What follows belongs to an exercise in optimizing a design on an open flow for small area; a production flow would make more cautious choices. At most, simulation tests tie the RTL to the original design; equivalence was not proved. Power figures rest on the tool's default switching activity, not on a simulated workload.

==> flow/design.v (excerpt) <==
module spe (
    input  wire         clk,
    input  wire         rst,             
    input  wire         cfg_variant,     
    input  wire [7:0]   cfg_devid,
    input  wire [7:0]   cfg_nch,
    input  wire         cmd_valid,
    output wire         cmd_ready,
    input  wire [31:0]  cmd_head,        
    input  wire [119:0] cmd_ops,         
    output wire         tx_valid,
    input  wire         tx_ready,
    output wire [7:0]   tx_data,
    output wire         tx_last,
    input  wire         tx_ans_valid,
    input  wire         tx_ans_err,
    output wire         rx_req,
    output wire [1:0]   rx_req_n,
    input  wire         rx_ans_valid,
    input  wire [1:0]   rx_ans_code,     
    input  wire [7:0]   rx_ans_count,
    input  wire [23:0]  rx_ans_data,     
    output wire [3:0]   status,
    output wire [15:0]  rval,
    output wire [7:0]   rb0,
    output wire [7:0]   rb1,
    output wire [15:0]  roff,
    output wire [7:0]   rwid,
    output wire         hit,
    output wire         moving,
    output wire [8:0]   errknown,
    output wire [6:0]   errunrec,
    output wire [4:0]   txlen,
    input  wire [4:0]   txbuf_addr,
    output wire [7:0]   txbuf_rdata,
    output wire [1:0]   rxlen,
    output wire [23:0]  rxbuf
);
    localparam [1:0] PH_IDLE = 2'd0;
    localparam [1:0] PH_TX   = 2'd1;
    localparam [1:0] PH_TXW  = 2'd2;
    localparam [1:0] PH_RX   = 2'd3;
    function [7:0] cmd_value(input [3:0] idx);
        case (idx)
            4'd0:    cmd_value = 8'h84;
  ...
export LEC_CHECK = 0
export ABC_AREA = 1
export CAP_MARGIN = 5
export CORE_MARGIN = 2
export CORE_UTILIZATION = 72
export SLEW_MARGIN = 5
create_clock -name core_clock -period 10.0 [get_ports {clk}]
standard.sh (not shown) runs the stock make flow with config.mk's settings and CLKGATE_MAP_FILE= SYNTH_SCRIPT=/design/flow/synth_recipe.tcl, a recipe that flattens the netlist after the stock synthesis.
==> flow/flow/run.sh <==
#!/bin/bash
# The standard layout (bash standard.sh) with two changes:
#  - port buffers use the smallest buffer cell instead of the default choice
#  - the clock tree uses clkbuf_8 buffers, clusters of at most 16 sinks, and no dummy loads
# ORFS writes each step's full log under orfs/logs; make's output goes to standard.log.
export BUFFER_PORTS_ARGS="-buffer_cell sky130_fd_sc_hd__buf_1"
export CTS_ARGS="-sink_clustering_enable -repair_clock_nets -dont_use_dummy_load -buf_list sky130_fd_sc_hd__clkbuf_8 -sink_clustering_size 16 -sink_clustering_max_diameter 60"
bash standard.sh > standard.log 2>&1
Edit:
==> flow/flow/run.sh (replaced) <==
#!/bin/bash
# Layout flow: the standard layout (standard.sh) with these changes:
#  - port buffers use the smallest buffer cell (buf_1);
#  - the clock tree uses clkbuf_8 buffers, clusters of at most 16 sinks, and
#    no dummy loads.
# Each tool's full log stays under orfs/logs (and orfs_std/logs); make's output
# goes to std_synth.log, synth.log and standard.log.
set -euo pipefail
W=$PWD
export BUFFER_PORTS_ARGS="-buffer_cell sky130_fd_sc_hd__buf_1"
export CTS_ARGS="-sink_clustering_enable -repair_clock_nets -dont_use_dummy_load -buf_list sky130_fd_sc_hd__clkbuf_8 -sink_clustering_size 16 -sink_clustering_max_diameter 60"

# standard synthesis, for the register comparison only
make -C "$FLOW_HOME" DESIGN_CONFIG="$W/config.mk" WORK_HOME="$W/orfs_std" CLKGATE_MAP_FILE= \
  SYNTH_SCRIPT="$W/synth_recipe.tcl" synth > std_synth.log 2>&1

# our synthesis into the layout's work folder; standard.sh then continues from it
make -C "$FLOW_HOME" DESIGN_CONFIG="$W/config.mk" WORK_HOME="$W/orfs" CLKGATE_MAP_FILE= \
  SYNTH_SCRIPT="$W/flow/synth.tcl" synth > synth.log 2>&1

regs() { grep -oE 'sky130_fd_sc_hd__[a-z]*df[a-z]*_[0-9]+ +\\?[^ ]+' "$1" | sed -E 's/_[0-9]+ +/ /' | sort; }
R=results/$FLOW_PLATFORM/spe/base/1_2_yosys.v
if ! diff <(regs "orfs_std/$R") <(regs "orfs/$R") > regs_diff.log; then
  echo "register mismatch with the standard synthesis, see regs_diff.log" >&2
  exit 1
fi

bash standard.sh > standard.log 2>&1
==> flow/flow/abc_area.script (new file) <==
strash
ifraig
dc2
dch -f
amap
strash
dch -f
amap
topo
stime -c
==> flow/flow/synth.tcl (new file) <==
# The standard flow's synthesis script (synth_recipe.tcl) with one change: ABC maps the
# combinational logic with the area-oriented script abc_area.script beside this
# file instead of ORFS's script. Flip-flop mapping (dfflibmap, before ABC) and
# register names are untouched.
set abc_area_script [file join [file dirname [file normalize [info script]]] abc_area.script]
proc synth {args} { yosys synth -nofsm -noshare {*}$args }
proc abc {args} {
  global abc_area_script
  set i [lsearch $args -script]
  if { $i >= 0 } { lset args [expr {$i + 1}] $abc_area_script }
  yosys abc {*}$args
}
source $::env(SCRIPTS_DIR)/synth.tcl
# left out here: clear keep_hierarchy, flatten, clean up, hide names made inside functions, write 1_2_yosys.v
Effect: Die area drops by 8.3%; cell area decreases by 5.3%; power goes up by 31%.

== build 83 ==
spe, a different RTL version from the one above (not shown whole).
Size: about 1200 cells after synthesis, roughly 250 flip-flops, about 12000 sq um of cells after synthesis.
// spe
module spe (
    input  wire         clk,
    input  wire         rst,             
    input  wire         cfg_variant,     
    input  wire [7:0]   cfg_devid,
    input  wire [7:0]   cfg_nch,
    input  wire         cmd_valid,
    output wire         cmd_ready,
    input  wire [31:0]  cmd_head,        
    input  wire [119:0] cmd_ops,         
    output wire         tx_valid,
    input  wire         tx_ready,
    output wire [7:0]   tx_data,
    output wire         tx_last,
    input  wire         tx_ans_valid,
    input  wire         tx_ans_err,
    output wire         rx_req,
    output wire [1:0]   rx_req_n,
    input  wire         rx_ans_valid,
    input  wire [1:0]   rx_ans_code,     
    input  wire [7:0]   rx_ans_count,
    input  wire [23:0]  rx_ans_data,     
    output wire [3:0]   status,
    output wire [15:0]  rval,
    output wire [7:0]   rb0,
    output wire [7:0]   rb1,
    output wire [15:0]  roff,
    output wire [7:0]   rwid,
    output wire         hit,
    output wire         moving,
    output wire [8:0]   errknown,
    output wire [6:0]   errunrec,
    output wire [4:0]   txlen,
    input  wire [4:0]   txbuf_addr,
    output wire [7:0]   txbuf_rdata,
    output wire [1:0]   rxlen,
    output wire [23:0]  rxbuf
);
Settings: LEC_CHECK=0, CAP_MARGIN=20, CORE_MARGIN=2, CORE_UTILIZATION=65, SLEW_MARGIN=20; clock period 10.0 ns.
==> flow/flow/run.sh <==
#!/bin/bash
# The standard layout (bash standard.sh) with two changes:
#  - port buffers use the smallest buffer cell instead of the default choice
#  - the clock tree uses clkbuf_8 buffers, clusters of at most 16 sinks, and no dummy loads
# ORFS writes each step's full log under orfs/logs; make's output goes to standard.log.
export BUFFER_PORTS_ARGS="-buffer_cell sky130_fd_sc_hd__buf_1"
export CTS_ARGS="-sink_clustering_enable -repair_clock_nets -dont_use_dummy_load -buf_list sky130_fd_sc_hd__clkbuf_8 -sink_clustering_size 16 -sink_clustering_max_diameter 60"
bash standard.sh > standard.log 2>&1
diff inputs: build 83 => build 50
- SLEW_MARGIN now 5, was 20
- ABC_AREA now 1, previously not set
- CAP_MARGIN now 5, was 20
- CORE_UTILIZATION now 72, was 65
==> summary.txt <==
Build 50 completed; timing, DRC and antenna clean. Compared with build 83, build 50 shows a utilization that is 7.8 points higher. Comparing build 50 and build 83, count of buffer and inverter cells on the critical path is higher on build 50. The higher fraction of synthesized area in multiplexers came out of build 83. Build 50 vs. build 83: highest net fanout along the worst path rose by 2; routed wire length saw an increase; number of vias per cell went down by 2.6%.
diff inputs: build 50 => build 1
- swapping 72 for 65 in CORE_UTILIZATION
- swapping 5 for 20 in CAP_MARGIN
- swapping 5 for 20 in SLEW_MARGIN
## What came out
Of build 1 and build 50, the higher count of non-CTS buffers in the layout belongs to build 1.
Leakage dissipation of build 1 exceeds that of build 50 slightly.
For number of nets in the layout, build 1 and build 50 come out practically identical.
Taking build 50 as the reference point, the maximum clock frequency of build 1 rises by about 1%.
Wire length, build 1 and build 50: higher on build 50
Comparing build 1 with build 50, the power density over cell area came out essentially unchanged.
Per the comparison of build 1 with build 50, design area went up 48 sq um; core utilization moved down; shortest clock period the worst path allows after layout fell 0.077 ns; final cell count shows an increase of 17; largest vdd supply drop went down by about 24%.
No functional check of the RTL was part of any run of this note.

spe, a different RTL version from the one above (not shown whole).
For scale: ~250 flip-flops, about 11000 µm² of cells after synthesis.
Design spe, start of the top module:
module spe (
    input  wire         clk,
    input  wire         rst,             
    input  wire         cfg_variant,     
    input  wire [7:0]   cfg_devid,
    input  wire [7:0]   cfg_nch,
    input  wire         cmd_valid,
    output wire         cmd_ready,
    input  wire [31:0]  cmd_head,        
    input  wire [119:0] cmd_ops,         
    output wire         tx_valid,
    input  wire         tx_ready,
    output wire [7:0]   tx_data,
    output wire         tx_last,
    input  wire         tx_ans_valid,
    input  wire         tx_ans_err,
    output wire         rx_req,
    output wire [1:0]   rx_req_n,
    input  wire         rx_ans_valid,
    input  wire [1:0]   rx_ans_code,     
    input  wire [7:0]   rx_ans_count,
    input  wire [23:0]  rx_ans_data,     
    output wire [3:0]   status,
    output wire [15:0]  rval,
    output wire [7:0]   rb0,
    output wire [7:0]   rb1,
    output wire [15:0]  roff,
    output wire [7:0]   rwid,
    output wire         hit,
    output wire         moving,
    output wire [8:0]   errknown,
    output wire [6:0]   errunrec,
    output wire [4:0]   txlen,
    input  wire [4:0]   txbuf_addr,
    output wire [7:0]   txbuf_rdata,
    output wire [1:0]   rxlen,
    output wire [23:0]  rxbuf
);
Settings: LEC_CHECK=0, CAP_MARGIN=5, CORE_MARGIN=2, CORE_UTILIZATION=65, SLEW_MARGIN=5; clock period 10.0 ns.
==> flow/flow/run.sh <==
#!/bin/bash
# Layout flow: the standard layout (standard.sh) with these changes:
#  - port buffers use the smallest buffer cell (buf_1);
#  - the clock tree uses clkbuf_8 buffers, clusters of at most 16 sinks, and
#    no dummy loads.
# Each tool's full log stays under orfs/logs (and orfs_std/logs); make's output
# goes to std_synth.log, synth.log and standard.log.
set -euo pipefail
W=$PWD
export BUFFER_PORTS_ARGS="-buffer_cell sky130_fd_sc_hd__buf_1"
export CTS_ARGS="-sink_clustering_enable -repair_clock_nets -dont_use_dummy_load -buf_list sky130_fd_sc_hd__clkbuf_8 -sink_clustering_size 16 -sink_clustering_max_diameter 60"

# standard synthesis, for the register comparison only
make -C "$FLOW_HOME" DESIGN_CONFIG="$W/config.mk" WORK_HOME="$W/orfs_std" CLKGATE_MAP_FILE= \
  SYNTH_SCRIPT="$W/synth_recipe.tcl" synth > std_synth.log 2>&1

# our synthesis into the layout's work folder; standard.sh then continues from it
make -C "$FLOW_HOME" DESIGN_CONFIG="$W/config.mk" WORK_HOME="$W/orfs" CLKGATE_MAP_FILE= \
  ADDER_MAP_FILE= SYNTH_SCRIPT="$W/flow/synth.tcl" synth > synth.log 2>&1

regs() { grep -oE 'sky130_fd_sc_hd__[a-z]*df[a-z]*_[0-9]+ +\\?[^ ]+' "$1" | sed -E 's/_[0-9]+ +/ /' | sort; }
R=results/$FLOW_PLATFORM/spe/base/1_2_yosys.v
if ! diff <(regs "orfs_std/$R") <(regs "orfs/$R") > regs_diff.log; then
  echo "register mismatch with the standard synthesis, see regs_diff.log" >&2
  exit 1
fi

bash standard.sh > standard.log 2>&1
==> flow/flow/abc_area.script <==
strash
ifraig
dc2
dch -f
amap
mfs2
strash
dch -f
amap
mfs2
strash
dch -f
amap
topo
stime -c
==> flow/flow/synth.tcl <==
# The standard flow's synthesis script (synth_recipe.tcl) with one change: ABC maps the
# combinational logic with the area-oriented script abc_area.script beside this
# file instead of ORFS's script. Flip-flop mapping (dfflibmap, before ABC) and
# register names are untouched.
set abc_area_script [file join [file dirname [file normalize [info script]]] abc_area.script]
proc synth {args} { yosys synth -nofsm -noshare {*}$args }
proc abc {args} {
  global abc_area_script
  set i [lsearch $args -script]
  if { $i >= 0 } { lset args [expr {$i + 1}] $abc_area_script }
  yosys abc {*}$args
}
source $::env(SCRIPTS_DIR)/synth.tcl
# left out here: clear keep_hierarchy, flatten, clean up, hide names made inside functions, write 1_2_yosys.v
The starting point finished with timing, DRC and antenna clean.
==> next run, changes <==
--- a/flow/flow/run.sh
+++ b/flow/flow/run.sh
@@ -17,5 +17,5 @@
 # our synthesis into the layout's work folder; standard.sh then continues from it
 make -C "$FLOW_HOME" DESIGN_CONFIG="$W/config.mk" WORK_HOME="$W/orfs" CLKGATE_MAP_FILE= \
-  ADDER_MAP_FILE= SYNTH_SCRIPT="$W/flow/synth.tcl" synth > synth.log 2>&1
+  SYNTH_SCRIPT="$W/flow/synth.tcl" synth > synth.log 2>&1
 
 regs() { grep -oE 'sky130_fd_sc_hd__[a-z]*df[a-z]*_[0-9]+ +\\?[^ ]+' "$1" | sed -E 's/_[0-9]+ +/ /' | sort; }
Effect: The changed run completed without violations. Register-to-register slack loses 490 ps. Final area grows slightly. Sequential power climbs by a few percent. Worst setup slack degrades by 850 ps. Routed wire length increases by a few percent.
==> next run, changes <==
--- a/flow/flow/run.sh
+++ b/flow/flow/run.sh
@@ -2,4 +2,5 @@
 # Layout flow: the standard layout (standard.sh) with these changes:
 #  - port buffers use the smallest buffer cell (buf_1);
+#  - the constant-0 outputs share one tie cell (no repair_tie_fanout);
 #  - the clock tree uses clkbuf_8 buffers, clusters of at most 16 sinks, and
 #    no dummy loads.
@@ -9,4 +10,5 @@
 W=$PWD
 export BUFFER_PORTS_ARGS="-buffer_cell sky130_fd_sc_hd__buf_1"
+export SKIP_REPAIR_TIE_FANOUT=1
 export CTS_ARGS="-sink_clustering_enable -repair_clock_nets -dont_use_dummy_load -buf_list sky130_fd_sc_hd__clkbuf_8 -sink_clustering_size 16 -sink_clustering_max_diameter 60"
 
@@ -17,5 +19,5 @@
 # our synthesis into the layout's work folder; standard.sh then continues from it
 make -C "$FLOW_HOME" DESIGN_CONFIG="$W/config.mk" WORK_HOME="$W/orfs" CLKGATE_MAP_FILE= \
-  SYNTH_SCRIPT="$W/flow/synth.tcl" synth > synth.log 2>&1
+  ADDER_MAP_FILE= SYNTH_SCRIPT="$W/flow/synth.tcl" synth > synth.log 2>&1
 
 regs() { grep -oE 'sky130_fd_sc_hd__[a-z]*df[a-z]*_[0-9]+ +\\?[^ ]+' "$1" | sed -E 's/_[0-9]+ +/ /' | sort; }
--- a/flow/config.mk
+++ b/flow/config.mk
@@ -9,3 +9,4 @@
 export CORE_MARGIN = 2
 export CORE_UTILIZATION = 65
+export PLACE_DENSITY = 0.9
 export SLEW_MARGIN = 5
What happened: Count of clock-buffer cells in the layout is unchanged; total power goes down by 20%; routed wire length rose by about 3%; synthesized area drops by about 1.3%; fmax increases by about 6%; first-iteration DRC count climbs by 18%; clock power stays flat; design area shrinks by 2.3%; flip-flop and latch count is unchanged; global-route usage grows by 1.3 points.
==> next run, changes <==
--- a/flow/config.mk
+++ b/flow/config.mk
@@ -9,4 +9,3 @@
 export CORE_MARGIN = 2
 export CORE_UTILIZATION = 65
-export PLACE_DENSITY = 0.9
 export SLEW_MARGIN = 5
Result: The changed run ran to the end with no violations. Synthesized area does not change. Wire length shrinks by about 6%. Via count came out lower by 3.6%. First-iteration DRC count went down by about 40%. Sequential cell count does not change. Utilization is unchanged. Total power shrinks by 0.64%. Worst setup slack improved by 290 ps. Synthesized cell count does not change. Clock-buffer cell count stays the same.

## separate check: timing with driven ports
The flow's constraints put no driver on any port. The routed layouts listed below were extracted and timed again, unchanged, in two steps. Step 1 (the two cells are an assumption about what drives the block):
set clk [get_ports {clk}]
set_driving_cell -lib_cell sky130_fd_sc_hd__clkbuf_16 $clk
set_driving_cell -lib_cell sky130_fd_sc_hd__buf_2 [delete_from_list [all_inputs] $clk]
Step 2 times the ports against the registers' clock, not the clock port: input delays grow and output delays shrink by t, the midpoint of the rising clock arrivals with the driver on. Three values: no drivers, after step 1, after step 2; two values: the first two.
run | t, ns | setup WS [ns] | worst setup path after step 2
the first run of note 1 | 0.570 | 2.282 / 2.309 / 1.739 | input to register
the second run of note 1 | 0.555 | 2.072 / 2.076 / 1.521 | input to register
build 83 | 0.569 | 2.389 / 2.393 / 1.824 | input to register
build 50 | 0.567 | 2.331 / 2.347 / 1.781 | input to register
build 1 | 0.558 | 2.408 / 2.423 / 1.865 | input to register
the first run of note 3 | 0.570 | 2.743 / 2.683 / 2.683 | input to output
the second run of note 3 | 0.562 | 1.897 / 1.874 / 1.745 | input to register
the third run of note 3 | 0.551 | 2.365 / 2.307 / 2.307 | input to output
the fourth run of note 3 | 0.568 | 2.656 / 2.602 / 2.602 | input to output
After both steps setup and hold are still met in every run listed. The setup slack of build 83, which loses most, moves by +0.004 ns with the drivers and by -0.565 ns with both steps.
